Context: an optimization exercise on an open-source flow, tuned for small area, a short achievable clock period and few clock cycles per item. The choices shown serve that exercise and are no tape-out recipe. At most, simulation tests tie the RTL to the original design; equivalence was not proved. Only the layout flow was run in run 6; the RTL was not checked for function there. No activity file was given, so power comes from the tool's default toggle rates.

==> flow/design.v, too long to show whole: its modules and the start of the top module <==
// module rcg_legrom: 2290 lines
// module ranging_code_gen: 185 lines
module ranging_code_gen (
    input  wire        clk,
    input  wire        rst,
    input  wire        cmd_valid,
    output wire        cmd_ready,
    input  wire [1:0]  cmd_mode,    
    input  wire [13:0] cmd_arg,     
    input  wire [13:0] cmd_p,       
    input  wire [13:0] cmd_len,     
    output reg         chip_valid,
    output reg         chip
);
  // ...
==> flow/flow/run.sh <==
#!/bin/bash
# The standard layout (standard.sh), with the port buffers that global placement
# inserts on every input and output made plain buffers (buf_2) instead of the
# default delay-buffer cell.
set -euo pipefail
export BUFFER_PORTS_ARGS="-buffer_cell sky130_fd_sc_hd__buf_2"
bash standard.sh > standard.log 2>&1
==> flow/standard.sh <==
#!/bin/bash
# synth_recipe.tcl (not shown) runs the flow's synth.tcl, then flattens the netlist and writes it again
# the make line also repeats each setting of config.mk as NAME=value (left out here)
make -C /OpenROAD-flow-scripts/flow DESIGN_CONFIG=/design/flow/config.mk WORK_HOME=/design/flow/orfs CLKGATE_MAP_FILE= SYNTH_SCRIPT=/design/flow/synth_recipe.tcl "${@:-finish}"
==> flow/config.mk <==
export PLATFORM = sky130hd
export DESIGN_NAME = ranging_code_gen
export DESIGN_NICKNAME = ranging_code_gen
export VERILOG_FILES = /design/flow/design.v
export SDC_FILE = /design/flow/constraint.sdc
export NUM_CORES = 4
export LEC_CHECK = 0
export ABC_AREA = 1
export CAP_MARGIN = 20
export CELL_PAD_IN_SITES_DETAIL_PLACEMENT = 1
export CELL_PAD_IN_SITES_GLOBAL_PLACEMENT = 1
export CORE_MARGIN = 2
export CORE_UTILIZATION = 35
export CTS_BUF_LIST = sky130_fd_sc_hd__clkbuf_8
export PLACE_DENSITY = 0.45
export SETUP_SLACK_MARGIN = 5
export SLEW_MARGIN = 20
export TNS_END_PERCENT = 5
==> flow/constraint.sdc <==
create_clock -name core_clock -period 8.0 [get_ports {clk}]
set_input_delay 1.6000 -clock core_clock [delete_from_list [all_inputs] [get_ports {clk}]]
set_output_delay 1.6000 -clock core_clock [all_outputs]
set_load 0.01 [all_outputs]
==> summary.txt, run 1 <==
list of most frequent post-synthesis cells=nand2_1, nand3_1, nor2_1, inv_1, o21ai_0; M3 GR Usage=0.08882; Syn Inst Count=1708; status=complete, no violations; gr busiest metal=met2; CTS clk-pin slew, worst paths=0.10 ns; global-route wire length before repair=84.31 mm; Hold Path Sink=fz_r$_DFF_P_; Finished Core Util=0.3896; final worst slack=4.883 ns; total combinational power=4380 uW; Leak=0.005289 uW; most frequent cells in the layout=nand2_1, nand3_1, nor2_1; nets@finish=1816; Diodes inserted=0; Setup crit start=l_idx[0]$_DFF_P_; delay-heaviest family, CP=simple AND/OR/NAND/NOR gates; leading cell type in the layout, fill and taps excluded=nand2_1; # setup viols final=0; CORE AREA=28550 um^2; top routing layer in use=met4; CTS tree=done; hold path depth=0; post-CTS resize count=24; R2R depth=17; most used cell, CP=nand2_1; pre-CTS WS=3.943 ns; TNS Setup=0 ns; Non-Clock Buffer Area Fraction=0.04511
Testbench counts, summed over its fixed seeds: cycles 16,758, chips 14,062.
==> inputs of run 2 (changes only) <==
--- a/flow/config.mk
+++ b/flow/config.mk
@@ -13,6 +13,6 @@
 export CORE_UTILIZATION = 35
 export CTS_BUF_LIST = sky130_fd_sc_hd__clkbuf_8
+export CTS_CLUSTER_DIAMETER = 50
 export PLACE_DENSITY = 0.45
 export SETUP_SLACK_MARGIN = 5
 export SLEW_MARGIN = 20
-export TNS_END_PERCENT = 5
==> run 2 against run 1 <==
Against the previous run: still clean; worst hold slack lost 0.00076 ns; combinational power increased by 1%; final cell count is 0.33% higher; sequential share of layout area fell by 0.34 points; clock skew is 0.0018 ns higher; maximum frequency grew 3.9%; global-route usage is 0.33 points higher; clock power hardly changed; critical path type unchanged; largest power group unchanged; highest routed layer is now met5.
==> summary.txt, run 2 <==
clock skew=0.02447 ns (was 0.02265 ns); Post-route DRC=0 (unchanged); area of the multi-input gates=7253 um^2 (was 7118 um^2); WL/cell=27.36 um (was 27.34 um); max cap viols=0 (unchanged); CP Launch Type=flop (unchanged); Syn Inst Count=1708 (unchanged); main combinational cell family by area after synthesis=simple AND/OR/NAND/NOR gates (unchanged); Tmin final=3.001 ns (was 3.117 ns); Hold Crit Class=flop to flop (unchanged); die height=173.7 um (unchanged); Worst-Margin Slew=1.054 ns (was 1.037 ns); unrepaired setup endpoints after global routing=false (was true); post-synthesis mux area share=0 (unchanged); Synth Area in Adders=0.06132 (unchanged); root buffer cell=clkbuf_8 (unchanged); area leader, netlist=nand2_1 (unchanged); Post-Syn Area=10080 um^2 (unchanged); TritonCTS Buffers=9 (unchanged); most common cell in the netlist=nand2_1 (unchanged); post-synthesis xor/xnor area fraction=0.04518 (unchanged); asr flop ratio synth=0 (unchanged); CTS clk-pin slew, worst paths=0.10 ns (about the same); Crit path arrival time=3.29 ns (was 3.42 ns); total wire length=57.95 mm (was 57.72 mm); M3 GR Usage=0.08728 (was 0.08882); Leak=0.005350 uW (was 0.005289 uW); nets@finish=1822 (was 1816); list of most frequent post-synthesis cells=nand2_1, nand3_1, nor2_1, inv_1, o21ai_0 (unchanged); Area Overhead vs Synth=12.52% (was 10.34%); top flop regs=x (15), y (15), rem (14) (unchanged); Simple-Gate Fraction of Synth Area=0.4117 (unchanged); post-cts hold buffer count=0 (unchanged); Clock Latency Late Sink=0.40 ns (was 0.41 ns); most frequent cells in the layout=nand2_1, nand3_1, nor2_1 (unchanged); Syn Area/Cell=5.901 um^2 (unchanged); Max H-tree Level=3 (unchanged); final worst slack=4.999 ns (was 4.883 ns); routing usage on met1=0.5196 (was 0.5192); hpwl dp=42.60 mm (unchanged); top cells by area, synth=nand2_1, dfxtp_1, nand3_1 (unchanged); largest net degree at the start of global routing=47 (unchanged); register cell area after layout=2198 um^2 (was 2193 um^2); gr busiest metal=met2 (unchanged); num rows=62 (unchanged); status=complete, no violations (unchanged); leading cell type in the layout, fill and taps excluded=nand2_1 (unchanged); clock tree sinks=96 (unchanged); post-synthesis net count=1802 (unchanged); Die ar.=30170 um^2 (unchanged); Overflow after GRT=0 (unchanged); final slew viol count=0 (unchanged); Total GRT Usage=0.3800 (was 0.3767); antenna viol nets, final=0 (unchanged); TNS Setup=0 ns (unchanged); # setup viols final=0 (unchanged); Worst EP required=8.28 ns (was 8.30 ns); synth warn=1 (unchanged); library cells used by synthesis=55 (unchanged); Top FF cell, synth=dfxtp_1 (unchanged); PwrDens=488.4 nW/um^2 (was 493.0 nW/um^2); global-route wire length before repair=84.97 mm (was 84.31 mm); layout cells sized above 1=0.1177 (was 0.09902); vias in the first global route=12830 (was 12700); Die X=173.7 um (unchanged); met2 global-route usage=0.5600 (was 0.5490); vias per cell=6.109 (was 6.127); worst vdd ir=217.6 uV (was 182.9 uV); Port Buffers=49 (unchanged); RD Place Congestion=1.086 (unchanged); EDFF count, synth=26 (unchanged); relative slew slack=0.2944 (was 0.3058); Tcrit/Tclk final=0.3751 (was 0.3897); crit path capture type=flop (unchanged); Worst Path Max Fanout=8 (was 16); Final Hold Fails=0 (unchanged); initial core utilization=0.3531 (unchanged); DR pass1 iterations=5 (was 7); register area share after synthesis=0.2165 (unchanged); pre-CTS WS=3.943 ns (unchanged); Via Count=12940 (about the same); io pins=50 (unchanged); Compound-Gate Fraction of Synth Area=0.1665 (unchanged); initial antenna violation count=1 (was 0); critical path class=flop to flop (unchanged); CTS tree=done (unchanged); CTS Buffer Depth=2 (unchanged); f_max=333.2 MHz (was 320.8 MHz); CORE AREA=28550 um^2 (unchanged); Iter 0 DRT Violations=1722 (was 1726); fill count=3986 (was 4002); Yosys reg bits=96 (unchanged); Synth top area share=0.1832 (unchanged)
[run 2: critical path: stages (launching register included)]
cell       delay [ns]
edfxtp_1         0.54
nor2_2           0.09
a21oi_2          0.19
inv_1            0.09
nor2_2           0.15
o2111ai_2        0.12
ha_1             0.37
nand2_1          0.07
inv_1            0.09
a21boi_4         0.08
o21ai_4          0.27
nand3_2          0.14
nand2_2          0.09
nand2_2          0.06
nand2_4          0.14
nand3_4          0.18
nand2_2          0.15
o21ai_2          0.06
[run 2: layout make-up]
cell class | count | share of cell area
Clock buffer | 9 | 0.01092
Tap cell | 384 | 0.04236
Sequential cell | 96 | 0.1938
Timing Repair Buffer | 85 | 0.05052
Multi-Input combinational cell | 1376 | 0.6395
Inverter | 160 | 0.05571
Clock inverter | 7 | 0.006950
Antenna cell | 1 | 0.0002206
[run 2: repair_timing]
| action | 4_1_cts | 5_1_grt |
|---|---|---|
| gates cloned | 2 | 1 |
| gates resized for setup | 36 | 70 |
| endpoints found under the setup margin | 27 | 22 |
| pin swaps | 1 | 17 |
| buffers inserted | 10 | 14 |
[run 2: worst paths after layout]
path,from,endpoint,slack [ns],cells past startpoint
setup / recovery,sub$_DFFE_PP_,y[13]$_DFF_P_,5.00,17
hold / removal,fz$_DFF_P_,fz_r$_DFF_P_,0.34,0
setup reg to reg,sub$_DFFE_PP_,y[13]$_DFF_P_,5.00,17
hold reg to reg,fz$_DFF_P_,fz_r$_DFF_P_,0.34,0
[run 2: kinds of logic (layout without fill, tap and decap cells)]
kind of cell               after synthesis  after routing
adders and majority gates               47             47
other                                    0              1
xor gates and xnor gates                52             52
AOI/OAI and AO/OA                      298            298
DFF                                     96             96
buffers and inverters                  239            261
and+or+nand+nor                        976            979
[run 2: routing by layer]
layer  vias to the layer above  wire length (um)  share of wire
met2                       835             23820           0.41
met3                       216              6140           0.11
li1                       5720                 -              -
met4                         2              3552          0.061
met5                         -                74         0.0013
met1                      6166             24360           0.42
[run 2: through the flow]
| stage | hold WS, ns | std cells | util | area, um^2 | total power, uW |
|---|---|---|---|---|---|
| floorplan | 0.3096 | 1708 | - | 10080 | 3096 |
| global placement | 0.3111 | 2074 | 0.3680 | 10510 | 4715 |
| detailed placement | 0.3135 | 2074 | 0.3680 | 10510 | 4644 |
| CTS | 0.3379 | 2102 | 0.3829 | 10930 | 5094 |
| global route | 0.3449 | 2117 | 0.3972 | 11340 | 5747 |
| finish | 0.3368 | 2118 | 0.3973 | 11340 | 5540 |
[run 2: power breakdown]
group	internal [uW]	total (uW)	switching [uW]
clock network	149	350	202
registers	596	755	159
logic	1140	4430	3290
==> inputs of run 3 (changes only) <==
--- a/flow/config.mk
+++ b/flow/config.mk
@@ -13,5 +13,4 @@
 export CORE_UTILIZATION = 35
 export CTS_BUF_LIST = sky130_fd_sc_hd__clkbuf_8
-export CTS_CLUSTER_DIAMETER = 50
 export PLACE_DENSITY = 0.45
 export SETUP_SLACK_MARGIN = 5
==> run 3 against run 2 <==
Against the previous run: utilization unchanged; global-route usage unchanged; clock skew unchanged; via count unchanged; sequential share of layout area unchanged; sequential cell count unchanged; combinational power about the same.
==> summary.txt, run 3 <==
status=complete, no violations (unchanged); combinational fraction of design power=0.800 (about the same); delay-heaviest family, CP=simple AND/OR/NAND/NOR gates (unchanged); vias in the first global route=12830 (unchanged); Final Hold Slack=0.3368 ns (unchanged); RD Place Congestion=1.086 (unchanged); top flop regs=x (15), y (15), rem (14) (unchanged); Syn Inst Count=1708 (unchanged); Synth top area share=0.1832 (unchanged); CP bufs+invs=2 (unchanged); Worst-Margin Slew=1.054 ns (unchanged); R2R Setup Slk=5.00 ns (about the same); TNS Setup=0 ns (unchanged); Max H-tree Level=3 (unchanged); # setup viols final=0 (unchanged); Yosys reg bits=96 (unchanged); TritonCTS Buffers=9 (unchanged); critical path class=flop to flop (unchanged); list of most frequent post-synthesis cells=nand2_1, nand3_1, nor2_1, inv_1, o21ai_0 (unchanged); WL/cell=27.36 um (unchanged); clock skew=0.02447 ns (unchanged); Area Overhead vs Synth=12.52% (unchanged); Iter 0 DRT Violations=1722 (unchanged); max cap viols=0 (unchanged); DR pass1 iterations=5 (unchanged); most frequent cells in the layout=nand2_1, nand3_1, nor2_1 (unchanged); num rows=62 (unchanged); crit path capture type=flop (unchanged); Clock Power Share=0.063 (about the same); dpl cells=2074 (unchanged); initial antenna violation count=1 (unchanged); synth warn=1 (unchanged); Syn Area/Cell=5.901 um^2 (unchanged); Worst Path Max Fanout=8 (unchanged); f_max=333.2 MHz (unchanged); area leader, netlist=nand2_1 (unchanged); Final Hold Fails=0 (unchanged); Total GRT Usage=0.3800 (unchanged); global-route wire length before repair=84.97 mm (unchanged); layout cells sized above 1=0.1177 (unchanged); unrepaired setup endpoints after global routing=false (unchanged); register area share after synthesis=0.2165 (unchanged); Post-Syn Area=10080 um^2 (unchanged); most used cell, CP=nand2_2 (unchanged); initial core utilization=0.3531 (unchanged); Die X=173.7 um (unchanged); Clock Latency Late Sink=0.40 ns (about the same); Reg power frac=0.136 (about the same); Crit path arrival time=3.29 ns (about the same); Via Count=12940 (unchanged); antenna viol nets, final=0 (unchanged); Leak=0.005350 uW (unchanged); Die ar.=30170 um^2 (unchanged); EDFF count, synth=26 (unchanged); top cells by area, synth=nand2_1, dfxtp_1, nand3_1 (unchanged); Critical-path top delay cell=edfxtp_1 (unchanged); asr flop ratio synth=0 (unchanged); post-synthesis net count=1802 (unchanged); Pwr Total=5540 uW (unchanged); CP Launch Type=flop (unchanged); Hold Crit Class=flop to flop (unchanged); worst vdd ir=217.6 uV (unchanged); Finished Layout Cells=2118 (unchanged); final slew viol count=0 (unchanged); library cells used by synthesis=55 (unchanged); critical path cell sequence=nor2_2, a21oi_2, inv_1, nor2_2, o2111ai_2, ha_1, nand2_1, inv_1, a21boi_4, o21ai_4, nand3_2, nand2_2, nand2_2, nand2_4, nand3_4, nand2_2, o21ai_2 (unchanged); Top FF cell, synth=dfxtp_1 (unchanged); most common cell in the netlist=nand2_1 (unchanged); Worst EP required=8.28 ns (about the same); PwrDens=488.4 nW/um^2 (unchanged); hpwl dp=42.60 mm (unchanged); CTS clk-pin slew, worst paths=0.10 ns (about the same); switching power total=3656 uW (unchanged); clock tree sinks=96 (unchanged); Port Buffers=49 (unchanged); die height=173.7 um (unchanged); CP peak stage delay=0.54 ns (about the same); Switching Share=0.6599 (unchanged); internal power=1884 uW (unchanged); largest net degree at the start of global routing=47 (unchanged); Tcrit/Tclk final=0.3751 (unchanged); CORE AREA=28550 um^2 (unchanged); total wire length=57.95 mm (unchanged); relative slew slack=0.2944 (unchanged); io pins=50 (unchanged); nets@finish=1822 (unchanged); Overflow after GRT=0 (unchanged); vias per cell=6.109 (unchanged); CTS tree=done (unchanged); CTS Buffer Depth=2 (unchanged); Tmin final=3.001 ns (unchanged); leading cell type in the layout, fill and taps excluded=nand2_1 (unchanged); root buffer cell=clkbuf_8 (unchanged); Post-route DRC=0 (unchanged)
-- run 3: cell counts in the layout (fill, tap and decap cells not counted) --
Identical to the previous run, type by type.
-- run 3: metrics by stage --
stage | instance area, um^2 | util | worst slack [ns]
floorplan | 10080 | - | 5.238
CTS | 10930 | 0.3829 | 5.005
finish | 11340 | 0.3973 | 4.999
global route | 11340 | 0.3972 | 4.844
detailed placement | 10510 | 0.3680 | 3.943
global placement | 10510 | 0.3680 | 4.117
-- run 3: logic make-up (layout without fill, tap and decap cells) --
logic type / Yosys count / after routing / share of synthesized area
XOR/XNOR: 52 / 52 / 0.04518
flip-flops: 96 / 96 / 0.2165
adder cells (fa/ha/maj): 47 / 47 / 0.06132
AO/OA/AOI/OAI: 298 / 298 / 0.1665
other: 0 / 1 / 0
AND/OR/NAND/NOR: 976 / 979 / 0.4117
buffers and inverters: 239 / 261 / 0.09881
-- run 3: final cells by class --
class | instances | area [um^2]
flip-flops and latches | 96 | 2198
well taps | 384 | 480.5
repair buffers | 85 | 573.1
clock inverters | 7 | 78.83
diodes | 1 | 2.502
inverters | 160 | 631.9
fillers | 3986 | 17210
multi-input cells | 1376 | 7253
clock buffers | 9 | 123.9
-- run 3: path summary, 6_finish.rpt --
check           startpoint       endpoint  cells after the start
min reg2reg     fz$_DFF_P_   fz_r$_DFF_P_                      0
max reg2reg  sub$_DFFE_PP_  y[13]$_DFF_P_                     17
max          sub$_DFFE_PP_  y[13]$_DFF_P_                     17
min             fz$_DFF_P_   fz_r$_DFF_P_                      0
-- run 3: timing repair --
item,4_1_cts,5_1_grt
hold buffers,0,0
setup endpoints to repair,27,22
cloned,2,1
resized for setup,36,70
buffers inserted,10,14
pin swaps,1,17
-- run 3: power by group through the flow --
| stage | clock network [uW] | registers, uW | logic, uW |
|---|---|---|---|
| after floorplan | 0 | 670 | 2430 |
| after global placement | 0 | 760 | 3960 |
| after detailed placement | 0 | 759 | 3880 |
| after CTS | 358 | 746 | 3990 |
| after global routing | 374 | 767 | 4610 |
| final | 350 | 755 | 4430 |
-- run 3: worst reg2reg max path, cell delays in order (launching register included) --
cell and delay, ns:
edfxtp_1 0.54, nor2_2 0.09, a21oi_2 0.19, inv_1 0.09, nor2_2 0.15, o2111ai_2 0.12
ha_1 0.37, nand2_1 0.07, inv_1 0.09, a21boi_4 0.08, o21ai_4 0.27, nand3_2 0.14
nand2_2 0.09, nand2_2 0.06, nand2_4 0.15, nand3_4 0.18, nand2_2 0.15, o21ai_2 0.06
-- run 3: metal layers --
metal	global-route usage	part of all wire
met5	0	0.0013
met2	0.5600	0.41
met1	0.5196	0.42
met4	0.1901	0.061
met3	0.08728	0.11
==> inputs of run 4 (changes only) <==
--- a/flow/config.mk
+++ b/flow/config.mk
@@ -13,5 +13,5 @@
 export CORE_UTILIZATION = 35
 export CTS_BUF_LIST = sky130_fd_sc_hd__clkbuf_8
-export PLACE_DENSITY = 0.45
+export PLACE_DENSITY = 0.52
 export SETUP_SLACK_MARGIN = 5
 export SLEW_MARGIN = 20
==> run 4 against run 3 <==
Against the previous run: still clean on timing, DRC and antenna; first-iteration DRC count unchanged; via count unchanged; combinational power about the same; critical endpoint unchanged; largest cell class unchanged; largest power group unchanged.
==> summary.txt, run 4 <==
WL met3=6.140 mm (unchanged); Post-Syn Area=10080 um^2 (unchanged); CTS Buffer Depth=2 (unchanged); global-route wire length before repair=84.97 mm (unchanged); Post-route DRC=0 (unchanged); synth warn=1 (unchanged); R2R depth=17 (unchanged); Pwr Total=5540 uW (unchanged); root buffer cell=clkbuf_8 (unchanged); Top FF cell, synth=dfxtp_1 (unchanged); num rows=62 (unchanged); TritonCTS Buffers=9 (unchanged); asr flop ratio synth=0 (unchanged); critical path class=flop to flop (unchanged); Total GRT Usage=0.3800 (unchanged); hold path depth=0 (unchanged); die height=173.7 um (unchanged); Finished Layout Cells=2118 (unchanged); Overflow after GRT=0 (unchanged); PwrDens=488.4 nW/um^2 (unchanged); CTS tree=done (unchanged); Synth top area share=0.1832 (unchanged); Clock Latency Late Sink=0.40 ns (about the same); Hold Crit Class=flop to flop (unchanged); area leader, netlist=nand2_1 (unchanged); final slew viol count=0 (unchanged); post-cts hold buffer count=0 (unchanged); register area share after synthesis=0.2165 (unchanged); post-synthesis net count=1802 (unchanged); Worst EP required=8.28 ns (about the same); CORE AREA=28550 um^2 (unchanged); top cells by area, synth=nand2_1, dfxtp_1, nand3_1 (unchanged); clock skew=0.02447 ns (unchanged); Crit path arrival time=3.29 ns (about the same); TNS Setup=0 ns (unchanged); CP Launch Type=flop (unchanged); nets@finish=1822 (unchanged); Iter 0 DRT Violations=1722 (unchanged); Via Count=12940 (unchanged); Die X=173.7 um (unchanged); Syn Area/Cell=5.901 um^2 (unchanged); most common cell in the netlist=nand2_1 (unchanged); unrepaired setup endpoints after global routing=false (unchanged); Max H-tree Level=3 (unchanged); RD Place Congestion=1.086 (unchanged); finished layout cell area=11340 um^2 (unchanged); most frequent cells in the layout=nand2_1, nand3_1, nor2_1 (unchanged); Worst Path Max Fanout=8 (unchanged); library cells used by synthesis=55 (unchanged); Area Overhead vs Synth=12.52% (unchanged); worst r2r src=sub$_DFFE_PP_ (unchanged); largest net degree at the start of global routing=47 (unchanged); WL/cell=27.36 um (unchanged); initial antenna violation count=1 (unchanged); DR pass1 iterations=5 (unchanged); top flop regs=x (15), y (15), rem (14) (unchanged); Die ar.=30170 um^2 (unchanged); top routing layer in use=met5 (unchanged); CTS clk-pin slew, worst paths=0.10 ns (about the same); clock tree sinks=96 (unchanged); max cap viols=0 (unchanged); f_max=333.2 MHz (unchanged); Port Buffers=49 (unchanged); met2 WL post-DR=23.82 mm (unchanged); Final Hold Fails=0 (unchanged); vias in the first global route=12830 (unchanged); relative slew slack=0.2944 (unchanged); Syn Inst Count=1708 (unchanged); Worst-Margin Slew=1.054 ns (unchanged); Hold Path Sink=fz_r$_DFF_P_ (unchanged); R2R Setup Slk=5.00 ns (about the same); dpl cells=2074 (unchanged); crit path capture type=flop (unchanged); hpwl dp=42.60 mm (unchanged); Hold Startpoint=fz$_DFF_P_ (unchanged); Tmin final=3.001 ns (unchanged); antenna viol nets, final=0 (unchanged); layout cells sized above 1=0.1177 (unchanged); status=complete, no violations (unchanged); Metal-1 WL=24.36 mm (unchanged); vias per cell=6.109 (unchanged); worst r2r dst=y[13]$_DFF_P_ (unchanged); initial core utilization=0.3531 (unchanged); total wire length=57.95 mm (unchanged); Yosys reg bits=96 (unchanged); io pins=50 (unchanged); worst vdd ir=217.6 uV (unchanged); EDFF count, synth=26 (unchanged); Tcrit/Tclk final=0.3751 (unchanged); Placed Area=10510 um^2 (unchanged); list of most frequent post-synthesis cells=nand2_1, nand3_1, nor2_1, inv_1, o21ai_0 (unchanged); leading cell type in the layout, fill and taps excluded=nand2_1 (unchanged); Leak=0.005350 uW (unchanged); # setup viols final=0 (unchanged)
-- run 4: cell type report --
class	instances	area, um^2
inverter	160	631.9
antenna	1	2.502
tap	384	480.5
multi-input combinational	1376	7253
clock buffer	9	123.9
sequential	96	2198
timing repair buffer	85	573.1
fill	3986	17210
clock inverter	7	78.83
-- run 4: kinds of logic after synthesis --
kind of cell | synth area share
AOI/OAI and AO/OA | 0.1665
xor gates and xnor gates | 0.04518
adders and majority gates | 0.06132
buffers and inverters | 0.09881
DFF | 0.2165
and+or+nand+nor | 0.4117
-- run 4: where the power goes --
| group | switching [uW] | internal [uW] |
|---|---|---|
| Sequential | 159 | 596 |
| Combinational | 3290 | 1140 |
| Clock | 202 | 149 |
| Total | 3660 | 1880 |
-- run 4: how the worst max path moves through the flow --
| stage | startpoint | end | depth (start not counted) |
|---|---|---|---|
| floorplan | sub$_DFFE_PP_ | y[2]$_DFF_P_ | 17 |
| global placement | sub$_DFFE_PP_ | y[13]$_DFF_P_ | 14 |
| detailed placement | sub$_DFFE_PP_ | y[13]$_DFF_P_ | 14 |
| CTS | sub$_DFFE_PP_ | y[13]$_DFF_P_ | 15 |
| global route | sub$_DFFE_PP_ | y[0]$_DFF_P_ | 17 |
| finish | sub$_DFFE_PP_ | y[13]$_DFF_P_ | 17 |
-- run 4: metrics by stage --
| stage | util | hold slack, ns | setup WS (ns) |
|---|---|---|---|
| global route | 0.3972 | 0.3449 | 4.844 |
| detailed placement | 0.3680 | 0.3135 | 3.943 |
| floorplan | - | 0.3096 | 5.238 |
| CTS | 0.3829 | 0.3379 | 5.005 |
| global placement | 0.3680 | 0.3111 | 4.117 |
| finish | 0.3973 | 0.3368 | 4.999 |
-- run 4: worst max-delay path, cell delays in order (launching register included) --
cell	delay, ns
edfxtp_1	0.54
nor2_2	0.09
a21oi_2	0.19
inv_1	0.09
nor2_2	0.15
o2111ai_2	0.12
ha_1	0.37
nand2_1	0.07
inv_1	0.09
a21boi_4	0.08
o21ai_4	0.27
nand3_2	0.14
nand2_2	0.09
nand2_2	0.06
nand2_4	0.14
nand3_4	0.18
nand2_2	0.15
o21ai_2	0.06
-- run 4: per-layer routing --
metal,up-vias,global-route usage
li1,5720,-
met1,6166,0.5196
met2,835,0.5600
met3,216,0.08728
met4,2,0.1901
met5,-,0
-- run 4: what timing repair did --
item / in CTS / in global routing
gates resized for setup: 36 / 70
cloned: 2 / 1
setup buffers: 10 / 14
pin swaps: 1 / 17
setup endpoints to repair: 27 / 22
==> inputs of run 5 (changes only) <==
--- a/flow/config.mk
+++ b/flow/config.mk
@@ -12,6 +12,5 @@
 export CORE_MARGIN = 2
 export CORE_UTILIZATION = 35
-export CTS_BUF_LIST = sky130_fd_sc_hd__clkbuf_8
-export PLACE_DENSITY = 0.52
+export PLACE_DENSITY = 0.45
 export SETUP_SLACK_MARGIN = 5
 export SLEW_MARGIN = 20
==> run 5 against run 4 <==
Against the previous run: combinational power about the same; total power is 2.1% higher; largest power group unchanged; register-to-register slack worse by 0.04 ns; still clean on timing, DRC and antenna; first-iteration DRC count increased by 1.3%; final cell count did not move; setup slack worse by 0.036 ns; via count increased by 0.43%.
==> summary.txt, run 5 <==
status=complete, no violations (unchanged); nets@finish=1822 (unchanged); total wire length=58.19 mm (was 57.95 mm); post-synthesis net count=1802 (unchanged); Leak=0.005380 uW (was 0.005350 uW); clock skew=0.01710 ns (was 0.02447 ns); top flop regs=x (15), y (15), rem (14) (unchanged); largest net degree at the start of global routing=47 (unchanged); relative slew slack=0.2900 (was 0.2944); initial antenna violation count=1 (unchanged); vias in the first global route=12870 (was 12830); most frequent cells in the layout=nand2_1, nand3_1, nor2_1 (unchanged); antenna viol nets, final=0 (unchanged); Finished Layout Cells=2118 (unchanged); CTS Buffer Depth=2 (unchanged); Area Overhead vs Synth=13.03% (was 12.52%); register cell area after layout=2198 um^2 (unchanged); Total GRT Usage=0.3824 (was 0.3800); unrepaired setup endpoints after global routing=true (was false); vias per cell=6.135 (was 6.109); hpwl dp=42.60 mm (unchanged); worst r2r src=l_idx[1]$_DFF_P_ (was sub$_DFFE_PP_); top cells by area, synth=nand2_1, dfxtp_1, nand3_1 (unchanged); register area share after synthesis=0.2165 (unchanged); EDFF count, synth=26 (unchanged); dpl cells=2074 (unchanged); pre-CTS WS=3.943 ns (unchanged); root buffer cell=clkbuf_16 (was clkbuf_8); critical path class=flop to flop (unchanged); Post-Syn Area=10080 um^2 (unchanged); synth warn=1 (unchanged); CORE AREA=28550 um^2 (unchanged); library cells used by synthesis=55 (unchanged); list of most frequent post-synthesis cells=nand2_1, nand3_1, nor2_1, inv_1, o21ai_0 (unchanged); WL/cell=27.47 um (was 27.36 um); Worst EP required=8.31 ns (was 8.28 ns); CTS tree=done (unchanged); DR pass1 iterations=5 (unchanged); fill count=3969 (was 3986); die height=173.7 um (unchanged); Yosys reg bits=96 (unchanged); asr flop ratio synth=0 (unchanged); leading cell type in the layout, fill and taps excluded=nand2_1 (unchanged); Pwr Total=5657 uW (was 5540 uW); Clock Latency Late Sink=0.38 ns (was 0.40 ns); area leader, netlist=nand2_1 (unchanged); Worst Path Max Fanout=22 (was 8); post-cts hold buffer count=0 (unchanged); Max H-tree Level=3 (unchanged); Via Count=12990 (was 12940); area of the multi-input gates=7207 um^2 (was 7253 um^2); Tmin final=3.037 ns (was 3.001 ns); layout cells sized above 1=0.1137 (was 0.1177); clock tree sinks=96 (unchanged); Post-route DRC=0 (unchanged); TNS Setup=0 ns (unchanged); R2R Setup Slk=4.96 ns (was 5.00 ns); PwrDens=496.5 nW/um^2 (was 488.4 nW/um^2); num rows=62 (unchanged); # setup viols final=0 (unchanged); RD Place Congestion=1.086 (unchanged); Top FF cell, synth=dfxtp_1 (unchanged); Synth top area share=0.1832 (unchanged); Hold Startpoint=l_sg$_DFF_P_ (was fz$_DFF_P_); Syn Area/Cell=5.901 um^2 (unchanged); Crit path arrival time=3.35 ns (was 3.29 ns); Overflow after GRT=0 (unchanged); crit path capture type=flop (unchanged); global-route wire length before repair=85.42 mm (was 84.97 mm); most common cell in the netlist=nand2_1 (unchanged); f_max=329.3 MHz (was 333.2 MHz); Tcrit/Tclk final=0.3796 (was 0.3751); Final Hold Fails=0 (unchanged); final worst slack=4.963 ns (was 4.999 ns); Iter 0 DRT Violations=1744 (was 1722); Final Hold Slack=0.3305 ns (was 0.3368 ns); Port Buffers=49 (unchanged); Hold Path Sink=sg_r$_DFF_P_ (was fz_r$_DFF_P_); Worst-Margin Slew=1.061 ns (was 1.054 ns); Die ar.=30170 um^2 (unchanged); Syn Inst Count=1708 (unchanged); Die X=173.7 um (unchanged); initial core utilization=0.3531 (unchanged); worst r2r dst=rom_r$_DFF_P_ (was y[13]$_DFF_P_); TritonCTS Buffers=9 (unchanged); Hold Crit Class=flop to flop (unchanged); CTS clk-pin slew, worst paths=0.07 ns (was 0.10 ns); hold path depth=0 (unchanged); worst vdd ir=218.1 uV (was 217.6 uV); max cap viols=0 (unchanged); R2R depth=17 (unchanged); CP Launch Type=flop (unchanged); io pins=50 (unchanged); final slew viol count=0 (unchanged)
-- run 5: cell counts after synthesis --
Identical to the previous run, type by type.
-- run 5: worst max-delay path, cell delays in order, from the launching register on --
cell and delay (ns):
dfxtp_1 0.31, buf_6 0.19, inv_6 0.25, ha_4 0.32, inv_1 0.15, nand2_2 0.27, nand2_1 0.31, nand3_1 0.20
nand2_1 0.13, nor2_1 0.19, nand2_1 0.07, nand2_1 0.16, nand3_1 0.09, nand2_1 0.07, inv_1 0.04, nand3_1 0.07
nand3_1 0.07, nand2_1 0.07
-- run 5: stage by stage --
| stage | utilization | cell area, um^2 |
|---|---|---|
| floorplan | - | 10080 |
| global placement | 0.3680 | 10510 |
| detailed placement | 0.3680 | 10510 |
| CTS | 0.3864 | 11030 |
| global route | 0.3990 | 11390 |
| finish | 0.3991 | 11390 |
-- run 5: layout make-up --
| type | instances | area share |
|---|---|---|
| flip-flops and latches | 96 | 0.1930 |
| clock inverters | 7 | 0.006919 |
| diodes | 1 | 0.0002196 |
| multi-input cells | 1376 | 0.6326 |
| well taps | 384 | 0.04217 |
| inverters | 160 | 0.05546 |
| clock buffers | 9 | 0.01977 |
| repair buffers | 85 | 0.04997 |
-- run 5: worst max path at each step --
stage	startpoint	end	slack, ns	cells past startpoint
floorplan	sub$_DFFE_PP_	y[2]$_DFF_P_	5.24	17
global placement	sub$_DFFE_PP_	y[13]$_DFF_P_	4.12	14
detailed placement	sub$_DFFE_PP_	y[13]$_DFF_P_	3.94	14
CTS	l_idx[2]$_DFF_P_	rom_r$_DFF_P_	5.04	15
global route	sub$_DFFE_PP_	y[13]$_DFF_P_	4.92	16
finish	l_idx[1]$_DFF_P_	rom_r$_DFF_P_	4.96	17
-- run 5: cells by family after synthesis --
kind of cell | share of synthesized area
AO/OA/AOI/OAI | 0.1665
XOR/XNOR | 0.04518
adder cells (fa/ha/maj) | 0.06132
buffers and inverters | 0.09881
flip-flops | 0.2165
AND/OR/NAND/NOR | 0.4117
-- run 5: power by group --
group	internal, uW	leakage (uW)	switching (uW)
logic	1130	0.00438	3300
registers	597	0.000850	162
clock network	246	0.000144	215
-- run 5: per-layer routing --
layer,track usage,part of all wire
met5,0,0
met4,0.2013,0.061
met3,0.08838,0.11
met2,0.5620,0.41
met1,0.5199,0.41
-- run 5: repair_timing --
action / CTS / global route
pin swaps: 1 / 15
setup endpoints to repair: 27 / 23
resized for setup: 38 / 59
buffers inserted: 9 / 15
gates cloned: 2 / 1
==> module ranging_code_gen, before the edit <==
module ranging_code_gen (
    input  wire        clk,
    input  wire        rst,
    input  wire        cmd_valid,
    output wire        cmd_ready,
    input  wire [1:0]  cmd_mode,    
    input  wire [13:0] cmd_arg,     
    input  wire [13:0] cmd_p,       
    input  wire [13:0] cmd_len,     
    output reg         chip_valid,
    output reg         chip
);
    localparam [14:0] N_M = 15'd10243;
    localparam [14:0] N_S = 15'd3607;
    localparam [12:0] H_M = 13'd5121;    
    localparam [12:0] H_S = 13'd1803;
    reg        st_gold;
    reg        st_wset;
    reg        st_wrun;
    reg        ready_q;     
    reg        sub;         
    reg [13:0] rem;
    reg        rem1;        
    reg [14:0] x;
    reg [14:0] y;
    reg [3:0]  sc;
    reg        d_init;
    reg        d_addy;
    reg        d_fold;
    reg        d_c1;
    reg        d_c2;
    reg        d_pass;
    reg        d_rn;
    reg        d_end;
    reg        fz;          
    reg        wd;          
    reg        wh;          
    reg [10:0] mask;        
    reg [11:0] l_idx;
    reg        l_sg;
    reg        rom_r;       
    reg        sg_r;        
    reg        fz_r;
    reg        leg_ph;      
    reg        leg_a;       
    wire emit = st_gold | (st_wrun & leg_ph);
    wire last = emit & rem1;
    assign cmd_ready = ready_q;
    wire acc  = cmd_valid & ready_q;
    wire len_nz  = (cmd_len != 14'd0);
    wire gold_nx = acc ? (~cmd_mode[1] & len_nz) : (st_gold & ~last);
    wire wset_nx = acc ? (cmd_mode[1] & len_nz) : (st_wset & ~d_end);
    wire wrun_nx = acc ? 1'b0 : ((st_wrun & ~last) | (st_wset & d_end));
    wire lph_nx  = st_wrun & sc[0];
    wire rem1_nx = ready_q ? (cmd_len == 14'd1) : (emit ? (rem == 14'd2) : rem1);
    wire rdy_nx  = ~(gold_nx | wset_nx | wrun_nx) | ((gold_nx | (wrun_nx & lph_nx)) & rem1_nx);
    wire [12:0] g1 = x[12:0];
    wire [12:0] g2 = y[12:0];
    wire g1_fb = sub ? ^(g1 & 13'b1000000001101) : ^(g1[10:0] & 11'b11111000001);
    wire g2_fb = sub ? ^(g2 & 13'b1101101110001) : ^(g2[10:0] & 11'b10110011111);
    wire g1_rl = sub & (g1 == 13'h07FF);      
    wire gold_chip = sub ? (g1[12] ^ g2[12]) : (g1[10] ^ (^(g2[10:0] & mask)));
    wire [12:0] hh = sub ? H_S : H_M;
    wire [14:0] nn = sub ? N_S : N_M;
    wire op_fold = d_fold;
    wire op_red  = d_c1 | d_c2 | d_pass | d_rn;
    wire [14:0] c1    = sub ? 15'd14428 : 15'd20486;
    wire [14:0] c2    = sub ? 15'd7214  : 15'd10243;
    wire [14:0] b_set = ({15{d_init}} & (nn - 15'd1)) |
                        ({15{d_addy}} & y) |
                        ({15{d_fold}} & nn) |
                        ({15{d_c1}}   & ~c1) |
                        ({15{d_c2}}   & ~c2) |
                        ({15{d_rn}}   & ~nn);
    wire [14:0] b_walk = {{14{wd}}, ~wh};
    wire [14:0] ad_b   = b_set | (b_walk & {15{st_wrun}});
    wire        ad_c   = op_fold | op_red;
    wire [14:0] ad_a   = x ^ {15{op_fold}};
    reg  [15:0] pg;
    reg  [15:0] pp;
    reg  [15:0] ad_s;
    integer     i;
    integer     d;
    always @(*) begin
        pg = {ad_a & ad_b, ad_c};
        pp = {ad_a ^ ad_b, 1'b0};
        for (d = 0; d < 4; d = d + 1)
            for (i = 0; i < 16; i = i + 1)
                if (((i >> d) & 1) == 1) begin
                    pg[i] = pg[i] | (pp[i] & pg[((i >> (d + 1)) << (d + 1)) + (1 << d) - 1]);
                    pp[i] = pp[i] & pp[((i >> (d + 1)) << (d + 1)) + (1 << d) - 1];
                end
        ad_s = {pg[15], (ad_a ^ ad_b) ^ pg[14:0]};
    end
    reg         x_gt_h;
    integer     j;
    always @(*) begin
        x_gt_h = 1'b0;
        for (j = 0; j < 13; j = j + 1)
            x_gt_h = hh[j] ? (x[j] & x_gt_h) : (x[j] | x_gt_h);
        x_gt_h = x[13] | x_gt_h;
    end
    wire        keep_x  = (op_red & ~ad_s[15]) | (op_fold & ~x_gt_h);
    wire        y_top   = st_wset ? (d_fold | ad_s[14]) : (wd | wh);
    wire [14:0] y_load  = (cmd_mode == 2'd0) ? 15'h02AA : {1'b0, cmd_arg};
    wire [14:0] y_gold  = {x[14:13], g2[11:0], g2_fb};
    wire [14:0] y_other = ready_q ? y_load : (st_gold ? y_gold : x);
    wire        use_sum = ~ready_q & ~st_gold & ~keep_x;
    wire [14:0] y_d     = use_sum ? {y_top, ad_s[13:0]} : y_other;
    wire [3:0] sc_nx = ready_q ? 4'd0 : sc + 4'd1;
    reg  [13:0] rem_dec;
    reg         rem_b;
    integer     n;
    always @(*) begin
        for (n = 0; n < 14; n = n + 1) begin
            rem_b      = ((rem & ((14'd1 << n) - 14'd1)) == 14'd0);    
            rem_dec[n] = rem[n] ^ rem_b;
        end
    end
    wire [12:0] yv  = y[12:0];
    wire        z4  = (yv[3:0] == 4'd0);
    wire        z8  = (yv[7:0] == 8'd0);
    wire        z12 = (yv[11:0] == 12'd0);
    wire [12:0] sb  = z12 ? {12'd0, yv[12]} :
                      z8  ? {8'd0, yv[12:8]} :
                      z4  ? {4'd0, yv[12:4]} : yv;
    wire [12:0] sm  = sb[0] ? sb :
                      sb[1] ? {1'd0, sb[12:1]} :
                      sb[2] ? {2'd0, sb[12:2]} : {3'd0, sb[12:3]};
    wire        t_odd = ~sb[0] & (sb[1] | ~sb[2]);    
    wire rom_q;
    rcg_legrom u_rom (.a({sub, l_idx}), .q(rom_q));
    wire leg_q = ~fz_r & (rom_r ^ sg_r);   
    always @(posedge clk) begin
        if (rst) begin
            st_gold    <= 1'b0;
            st_wset    <= 1'b0;
            st_wrun    <= 1'b0;
            ready_q    <= 1'b1;
            chip_valid <= 1'b0;
        end else begin
            st_gold    <= gold_nx;
            st_wset    <= wset_nx;
            st_wrun    <= wrun_nx;
            ready_q    <= rdy_nx;
            chip_valid <= emit;
        end
    end
    always @(posedge clk) begin
        chip <= st_gold ? gold_chip : (leg_a ^ leg_q);
        rem1 <= rem1_nx;
        if (emit)
            rem <= rem_dec;
        sc     <= sc_nx;
        d_init <= wset_nx & (sc_nx == 4'd0);
        d_addy <= wset_nx & (sc_nx == 4'd7);
        d_fold <= wset_nx & ((sc_nx == 4'd8) | (sc_nx == 4'd11));
        d_c1   <= wset_nx & ((sc_nx == 4'd1) | (sc_nx == 4'd2));
        d_c2   <= wset_nx & ((sc_nx == 4'd3) | (sc_nx == 4'd4));
        d_pass <= wset_nx & (sc_nx == 4'd10);
        d_rn   <= wset_nx & ((sc_nx == 4'd5) | (sc_nx == 4'd6) | (sc_nx == 4'd9));
        d_end  <= wset_nx & (sc_nx == 4'd11);
        y <= y_d;
        if (st_gold)
            x <= {y[14:13], g1_rl ? 13'h1FFF : {g1[11:0], g1_fb}};
        else
            x <= y;
        l_idx  <= sm[12:1];
        fz     <= (yv == 13'd0);
        wd     <= y[14] & (yv != 13'd0);
        wh     <= ~y[14] & (yv == hh);
        l_sg   <= y[14] ^ (~sub & t_odd);
        rom_r  <= rom_q;
        sg_r   <= l_sg;
        fz_r   <= fz;
        leg_ph <= lph_nx;
        leg_a  <= leg_q;
        if (ready_q) begin
            sub   <= cmd_mode[0];
            rem   <= cmd_len;
            x     <= cmd_mode[1] ? {1'b0, cmd_p} : (cmd_mode[0] ? 15'h1FFF : 15'h02AA);
            mask  <= cmd_arg[10:0];
        end
    end
endmodule
==> inputs of run 6 (changes only) <==
--- a/flow/design.v
+++ b/flow/design.v
@@ -2321,15 +2321,11 @@
     reg        d_c2;
     reg        d_pass;
-    reg        d_rn;
     reg        d_end;
     reg        fz;          
     reg        wd;          
     reg        wh;          
-    reg [10:0] mask;        
     reg [11:0] l_idx;
     reg        l_sg;
-    reg        rom_r;       
-    reg        sg_r;        
-    reg        fz_r;
+    reg        leg_q;       
     reg        leg_ph;      
     reg        leg_a;       
@@ -2350,19 +2346,33 @@
     wire g2_fb = sub ? ^(g2 & 13'b1101101110001) : ^(g2[10:0] & 11'b10110011111);
     wire g1_rl = sub & (g1 == 13'h07FF);      
-    wire gold_chip = sub ? (g1[12] ^ g2[12]) : (g1[10] ^ (^(g2[10:0] & mask)));
+    wire gold_chip = sub ? (g1[12] ^ g2[12]) : (g1[10] ^ (^(g2[10:0] & l_idx[10:0])));
     wire [12:0] hh = sub ? H_S : H_M;
     wire [14:0] nn = sub ? N_S : N_M;
-    wire op_fold = d_fold;
-    wire op_red  = d_c1 | d_c2 | d_pass | d_rn;
-    wire [14:0] c1    = sub ? 15'd14428 : 15'd20486;
-    wire [14:0] c2    = sub ? 15'd7214  : 15'd10243;
-    wire [14:0] b_set = ({15{d_init}} & (nn - 15'd1)) |
-                        ({15{d_addy}} & y) |
-                        ({15{d_fold}} & nn) |
-                        ({15{d_c1}}   & ~c1) |
-                        ({15{d_c2}}   & ~c2) |
-                        ({15{d_rn}}   & ~nn);
+    reg  [14:0] red_c;
+    always @(*) begin
+        if (d_c1)
+            red_c = sub ? 15'd14428 : 15'd20486;    
+        else if (d_c2)
+            red_c = sub ? 15'd7214  : 15'd10243;    
+        else if (d_pass)
+            red_c = 15'h7FFF;                       
+        else
+            red_c = nn;
+    end
+    wire op_fold = st_wset & d_fold;
+    wire op_red  = st_wset & ~d_init & ~d_addy & ~d_fold;
+    reg  [14:0] b_set;
+    always @(*) begin
+        if (d_init)
+            b_set = nn - 15'd1;
+        else if (d_addy)
+            b_set = y;
+        else if (d_fold)
+            b_set = nn;
+        else
+            b_set = ~red_c;
+    end
     wire [14:0] b_walk = {{14{wd}}, ~wh};
-    wire [14:0] ad_b   = b_set | (b_walk & {15{st_wrun}});
+    wire [14:0] ad_b   = st_wset ? b_set : b_walk;
     wire        ad_c   = op_fold | op_red;
     wire [14:0] ad_a   = x ^ {15{op_fold}};
@@ -2377,7 +2387,13 @@
         for (d = 0; d < 4; d = d + 1)
             for (i = 0; i < 16; i = i + 1)
-                if (((i >> d) & 1) == 1) begin
-                    pg[i] = pg[i] | (pp[i] & pg[((i >> (d + 1)) << (d + 1)) + (1 << d) - 1]);
-                    pp[i] = pp[i] & pp[((i >> (d + 1)) << (d + 1)) + (1 << d) - 1];
+                if (((i + 1) % (2 << d)) == 0) begin
+                    pg[i] = pg[i] | (pp[i] & pg[i - (1 << d)]);
+                    pp[i] = pp[i] & pp[i - (1 << d)];
+                end
+        for (d = 2; d >= 0; d = d - 1)
+            for (i = 0; i < 16; i = i + 1)
+                if (((i + 1) % (2 << d)) == (1 << d) && i >= (2 << d)) begin
+                    pg[i] = pg[i] | (pp[i] & pg[i - (1 << d)]);
+                    pp[i] = pp[i] & pp[i - (1 << d)];
                 end
         ad_s = {pg[15], (ad_a ^ ad_b) ^ pg[14:0]};
@@ -2391,11 +2407,7 @@
         x_gt_h = x[13] | x_gt_h;
     end
-    wire        keep_x  = (op_red & ~ad_s[15]) | (op_fold & ~x_gt_h);
-    wire        y_top   = st_wset ? (d_fold | ad_s[14]) : (wd | wh);
-    wire [14:0] y_load  = (cmd_mode == 2'd0) ? 15'h02AA : {1'b0, cmd_arg};
-    wire [14:0] y_gold  = {x[14:13], g2[11:0], g2_fb};
-    wire [14:0] y_other = ready_q ? y_load : (st_gold ? y_gold : x);
-    wire        use_sum = ~ready_q & ~st_gold & ~keep_x;
-    wire [14:0] y_d     = use_sum ? {y_top, ad_s[13:0]} : y_other;
+    wire        keep_x = (op_red & ~ad_s[15]) | (op_fold & ~x_gt_h);
+    wire        y_top  = st_wset ? (d_fold | ad_s[14]) : (wd | wh);
+    wire [14:0] y_nx   = keep_x ? x : {y_top, ad_s[13:0]};
     wire [3:0] sc_nx = ready_q ? 4'd0 : sc + 4'd1;
     reg  [13:0] rem_dec;
@@ -2403,7 +2415,8 @@
     integer     n;
     always @(*) begin
+        rem_b = 1'b1;
         for (n = 0; n < 14; n = n + 1) begin
-            rem_b      = ((rem & ((14'd1 << n) - 14'd1)) == 14'd0);    
             rem_dec[n] = rem[n] ^ rem_b;
+            rem_b      = rem_b & ~rem[n];
         end
     end
@@ -2421,5 +2434,5 @@
     wire rom_q;
     rcg_legrom u_rom (.a({sub, l_idx}), .q(rom_q));
-    wire leg_q = ~fz_r & (rom_r ^ sg_r);   
+    wire leg = ~fz & (rom_q ^ l_sg);
     always @(posedge clk) begin
         if (rst) begin
@@ -2443,25 +2456,26 @@
             rem <= rem_dec;
         sc     <= sc_nx;
-        d_init <= wset_nx & (sc_nx == 4'd0);
-        d_addy <= wset_nx & (sc_nx == 4'd7);
-        d_fold <= wset_nx & ((sc_nx == 4'd8) | (sc_nx == 4'd11));
-        d_c1   <= wset_nx & ((sc_nx == 4'd1) | (sc_nx == 4'd2));
-        d_c2   <= wset_nx & ((sc_nx == 4'd3) | (sc_nx == 4'd4));
-        d_pass <= wset_nx & (sc_nx == 4'd10);
-        d_rn   <= wset_nx & ((sc_nx == 4'd5) | (sc_nx == 4'd6) | (sc_nx == 4'd9));
-        d_end  <= wset_nx & (sc_nx == 4'd11);
-        y <= y_d;
-        if (st_gold)
+        d_init <= (sc_nx == 4'd0);
+        d_addy <= (sc_nx == 4'd7);
+        d_fold <= (sc_nx == 4'd8) | (sc_nx == 4'd11);
+        d_c1   <= (sc_nx == 4'd1) | (sc_nx == 4'd2);
+        d_c2   <= (sc_nx == 4'd3) | (sc_nx == 4'd4);
+        d_pass <= (sc_nx == 4'd10);
+        d_end  <= (sc_nx == 4'd11);
+        if (st_gold) begin
             x <= {y[14:13], g1_rl ? 13'h1FFF : {g1[11:0], g1_fb}};
-        else
+            y <= {y_nx[14:13], g2[11:0], g2_fb};
+        end else begin
             x <= y;
-        l_idx  <= sm[12:1];
+            y <= y_nx;
+        end
+        if (~st_gold) begin
+            l_idx <= sm[12:1];
+        end
         fz     <= (yv == 13'd0);
         wd     <= y[14] & (yv != 13'd0);
         wh     <= ~y[14] & (yv == hh);
         l_sg   <= y[14] ^ (~sub & t_odd);
-        rom_r  <= rom_q;
-        sg_r   <= l_sg;
-        fz_r   <= fz;
+        leg_q  <= leg;
         leg_ph <= lph_nx;
         leg_a  <= leg_q;
@@ -2470,5 +2484,6 @@
             rem   <= cmd_len;
             x     <= cmd_mode[1] ? {1'b0, cmd_p} : (cmd_mode[0] ? 15'h1FFF : 15'h02AA);
-            mask  <= cmd_arg[10:0];
+            y     <= (cmd_mode == 2'd0) ? 15'h02AA : {1'b0, cmd_arg};
+            l_idx <= {1'b0, cmd_arg[10:0]};
         end
     end
==> flow/run.sh (new file) <==
#!/bin/bash
# synth_recipe.tcl (not shown) runs the flow's synth.tcl, then flattens the netlist and writes it again
# the make line also repeats each setting of config.mk as NAME=value (left out here)
make -C /OpenROAD-flow-scripts/flow DESIGN_CONFIG=/design/flow/config.mk WORK_HOME=/design/flow/orfs CLKGATE_MAP_FILE= SYNTH_SCRIPT=/design/flow/synth_recipe.tcl finish
--- a/flow/config.mk
+++ b/flow/config.mk
@@ -13,4 +13,4 @@
 export CORE_UTILIZATION = 35
 export PLACE_DENSITY = 0.45
-export SETUP_SLACK_MARGIN = 5
+export SETUP_SLACK_MARGIN = 4.5
 export SLEW_MARGIN = 20
removed: flow/flow/run.sh
removed: flow/standard.sh
==> run 6 against run 5 <==
Against the previous run: largest cell class unchanged; highest routed layer is now met5; still clean on timing, DRC and antenna; clock skew down 0.0085 ns; total power decreased by 47%; global-route usage up 2.2 points.
==> summary.txt, run 6 <==
hold path depth=0 (unchanged); io pins=50 (unchanged); Final Hold Fails=0 (unchanged); leading cell type in the layout, fill and taps excluded=nand2_1 (unchanged); R2R Setup Slk=4.39 ns (was 4.96 ns); WL/cell=29.50 um (was 27.47 um); f_max=277.0 MHz (was 329.3 MHz); Hold Path Sink=leg_a$_DFF_P_ (was sg_r$_DFF_P_); vias per cell=6.311 (was 6.135); TNS Setup=0 ns (unchanged); Syn Inst Count=1703 (was 1708); root buffer cell=clkbuf_16 (unchanged); Finished Layout Cells=2119 (was 2118); Hold Crit Class=flop to flop (unchanged); fill count=3788 (was 3969); initial antenna violation count=4 (was 1); clock tree sinks=82 (was 96); PwrDens=261.6 nW/um^2 (was 496.5 nW/um^2); top cells by area, synth=nand2_1, nand3_1, dfxtp_1 (was nand2_1, dfxtp_1, nand3_1); hpwl dp=44.61 mm (was 42.60 mm); Top FF cell, synth=dfxtp_1 (unchanged); RD Place Congestion=1.124 (was 1.086); status=complete, no violations (unchanged); Area Overhead vs Synth=15.30% (was 13.03%); Leak=0.005447 uW (was 0.005380 uW); num rows=61 (was 62); Worst Path Max Fanout=26 (was 22); Worst EP required=8.25 ns (was 8.31 ns); Die X=173.0 um (was 173.7 um); crit path capture type=flop (unchanged); library cells used by synthesis=50 (was 55); Port Buffers=49 (unchanged); asr flop ratio synth=0 (unchanged); post-synthesis net count=1810 (was 1802); critical path class=flop to flop (unchanged); CTS tree=done (unchanged); Max H-tree Level=3 (unchanged); relative slew slack=0.4552 (was 0.2900); Total GRT Usage=0.4044 (was 0.3824); global-route wire length before repair=89.74 mm (was 85.42 mm); worst vdd ir=98.21 uV (was 218.1 uV); Yosys reg bits=82 (was 96); synth warn=1 (unchanged); max cap viols=0 (unchanged); layout cells sized above 1=0.08908 (was 0.1137); Tcrit/Tclk final=0.4512 (was 0.3796); Setup crit start=l_idx[1]$_DFFE_PP_ (was l_idx[1]$_DFF_P_); EDFF count, synth=26 (unchanged); CORE AREA=27930 um^2 (was 28550 um^2); Synth top area share=0.1701 (was 0.1832); clock skew=0.008619 ns (was 0.01710 ns); nets@finish=1842 (was 1822); worst r2r dst=leg_q$_DFF_P_ (was rom_r$_DFF_P_); area leader, netlist=nand2_1 (unchanged); Hold Startpoint=leg_q$_DFF_P_ (was l_sg$_DFF_P_); Via Count=13370 (was 12990); die height=173.0 um (was 173.7 um); DR pass1 iterations=7 (was 5); TritonCTS Buffers=9 (unchanged); Die ar.=29930 um^2 (was 30170 um^2); top flop regs=x (15), y (15), rem (14) (unchanged); initial core utilization=0.3578 (was 0.3531); post-cts hold buffer count=0 (unchanged); CP Launch Type=flop (unchanged); Final Hold Slack=0.3736 ns (was 0.3305 ns); list of most frequent post-synthesis cells=nand2_1, nand3_1, nor2_1, inv_1, o21ai_0 (unchanged); Crit path arrival time=3.86 ns (was 3.35 ns); antenna viol nets, final=0 (unchanged); worst r2r src=l_idx[1]$_DFFE_PP_ (was l_idx[1]$_DFF_P_); Iter 0 DRT Violations=1683 (was 1744); most frequent cells in the layout=nand2_1, nand3_1, nor2_1 (unchanged); CTS Buffer Depth=2 (unchanged); vias in the first global route=13240 (was 12870); register area share after synthesis=0.1903 (was 0.2165); final slew viol count=0 (unchanged); Worst-Margin Slew=0.8087 ns (was 1.061 ns); R2R depth=17 (unchanged); unrepaired setup endpoints after global routing=true (unchanged); Post-Syn Area=9996 um^2 (was 10080 um^2); Syn Area/Cell=5.870 um^2 (was 5.901 um^2); Post-route DRC=0 (unchanged); # setup viols final=0 (unchanged); largest net degree at the start of global routing=60 (was 47); CTS clk-pin slew, worst paths=0.07 ns (about the same); total wire length=62.51 mm (was 58.19 mm); most common cell in the netlist=nand2_1 (unchanged); Tmin final=3.610 ns (was 3.037 ns); dpl cells=2065 (was 2074); Clock Latency Late Sink=0.36 ns (was 0.38 ns); Overflow after GRT=0 (unchanged)
run 6: changes by cell type in the layout (fill, tap and decap cells not counted), moves of 6 or more:
cell,previous run,this run
clkdlybuf4s50_1,0,49
a22oi_1,0,6
buf_2,49,0
ha_4,8,0
o21ai_1,7,15
a21oi_1,100,92
ha_1,32,45
buf_4,27,53
nand2_1,482,447
o22ai_1,6,12
dfxtp_1,65,51
inv_1,142,160
run 6: worst max path at each step:
stage,cells after the start,to,slack [ns]
2_1_floorplan,21,y[14]$_SDFF_PP0_,4.59
3_3_place_gp,23,y[14]$_SDFF_PP0_,4.15
3_5_place_dp,21,y[14]$_SDFF_PP0_,3.92
4_1_cts,23,y[14]$_SDFF_PP0_,4.46
5_1_grt,23,y[14]$_SDFF_PP0_,4.32
6_report,17,leg_q$_DFF_P_,4.39
run 6: power breakdown:
part,leakage [uW],internal (uW),switching (uW)
Sequential,0.000739,495,82.5
Clock,0.000154,249,206
Combinational,0.00455,531,1450
Total,0.00545,1270,1740
run 6: cell families after synthesis:
logic type,share of synthesized area
compound gates,0.1791
fa+ha+maj,0.08111
buf+inv,0.1096
flops,0.1903
simple gates,0.3969
xor+xnor,0.04293
run 6: repair_timing:
item	in CTS	in global routing
setup buffers	7	27
gates resized for setup	22	50
hold endpoints to repair	0	0
gates cloned	0	3
setup endpoints to repair	16	21
pin swaps	0	11
run 6: cell type report:
type	count	area (um^2)	share of cell area
timing repair buffer	106	969.7	0.08414
antenna	1	2.502	0.0002171
multi-input combinational	1361	7181	0.6231
tap	378	473.0	0.04104
clock buffer	9	225.2	0.01954
sequential	82	1913	0.1660
clock inverter	7	83.83	0.007274
inverter	175	676.9	0.05873
run 6: routing by layer:
| metal | GRT usage | vias to the layer above | part of all wire |
|---|---|---|---|
| met4 | 0.3256 | 6 | 0.099 |
| met1 | 0.4550 | 6335 | 0.35 |
| met3 | 0.1088 | 355 | 0.11 |
| met2 | 0.6450 | 920 | 0.44 |
| met5 | 0 | - | 0.00072 |
| li1 | - | 5758 | - |
run 6: critical path, stage by stage (launching register included):
cell and delay [ns]:
edfxtp_1 0.32, buf_4 0.38, ha_1 0.71, inv_1 0.37, nand2_1 0.44, nand2_1 0.11
inv_1 0.08, a21oi_1 0.06, nand3_1 0.25, nand3_1 0.15, nand3_1 0.11, nand2_1 0.07
nand2_1 0.08, nand3_1 0.09, inv_1 0.08, nor2_1 0.04, nor2_1 0.08, nor2_1 0.05
run 6: through the flow:
| stage | power, uW | utilization | cell area, um^2 | worst slack [ns] |
|---|---|---|---|---|
| floorplan | 1656 | - | 9996 | 4.594 |
| global placement | 2367 | 0.3824 | 10680 | 4.152 |
| detailed placement | 2350 | 0.3824 | 10680 | 3.922 |
| CTS | 2821 | 0.3974 | 11100 | 4.461 |
| global route | 3124 | 0.4125 | 11520 | 4.320 |
| finish | 3015 | 0.4126 | 11520 | 4.390 |

-- afterwards: timing with drivers on the ports --
How much do the figures lean on ideal ports? The routed layouts below were timed once more, with nothing changed but the port constraints.
Step 1 (the two cells are an assumption about what drives the block):
set clk [get_ports {clk}]
set_driving_cell -lib_cell sky130_fd_sc_hd__clkbuf_16 $clk
set_driving_cell -lib_cell sky130_fd_sc_hd__buf_2 [delete_from_list [all_inputs] $clk]
Step 2 also shifts input and output timing later by t, the mid clock arrival at the registers, as if the neighbouring blocks saw the same clock.
a / b / c = ideal / step 1 / step 2; a / b = the first two.
| run | shift t [ns] | slack for setup (ns) | worst hold slack (ns) | slew at the worst register clock pin (ns) | pins driven straight from the clock port |
|---|---|---|---|---|---|
| run 1 | 0.444 | 4.883 / 4.883 / 4.682 | 0.338 / 0.338 / 0.338 | 0.12 / 0.12 | 1 |
| run 2 | 0.439 | 4.999 / 4.999 / 4.647 | 0.337 / 0.337 / 0.337 | 0.12 / 0.12 | 1 |
| run 3 | 0.439 | 4.999 / 4.999 / 4.647 | 0.337 / 0.337 / 0.337 | 0.12 / 0.12 | 1 |
| run 4 | 0.439 | 4.999 / 4.999 / 4.647 | 0.337 / 0.337 / 0.337 | 0.12 / 0.12 | 1 |
| run 5 | 0.421 | 4.963 / 4.963 / 4.836 | 0.330 / 0.330 / 0.330 | 0.08 / 0.08 | 1 |
| run 6 | 0.399 | 4.390 / 4.390 / 4.390 | 0.374 / 0.374 / 0.374 | 0.07 / 0.07 | 1 |
After both steps setup and hold are still met in every run listed.
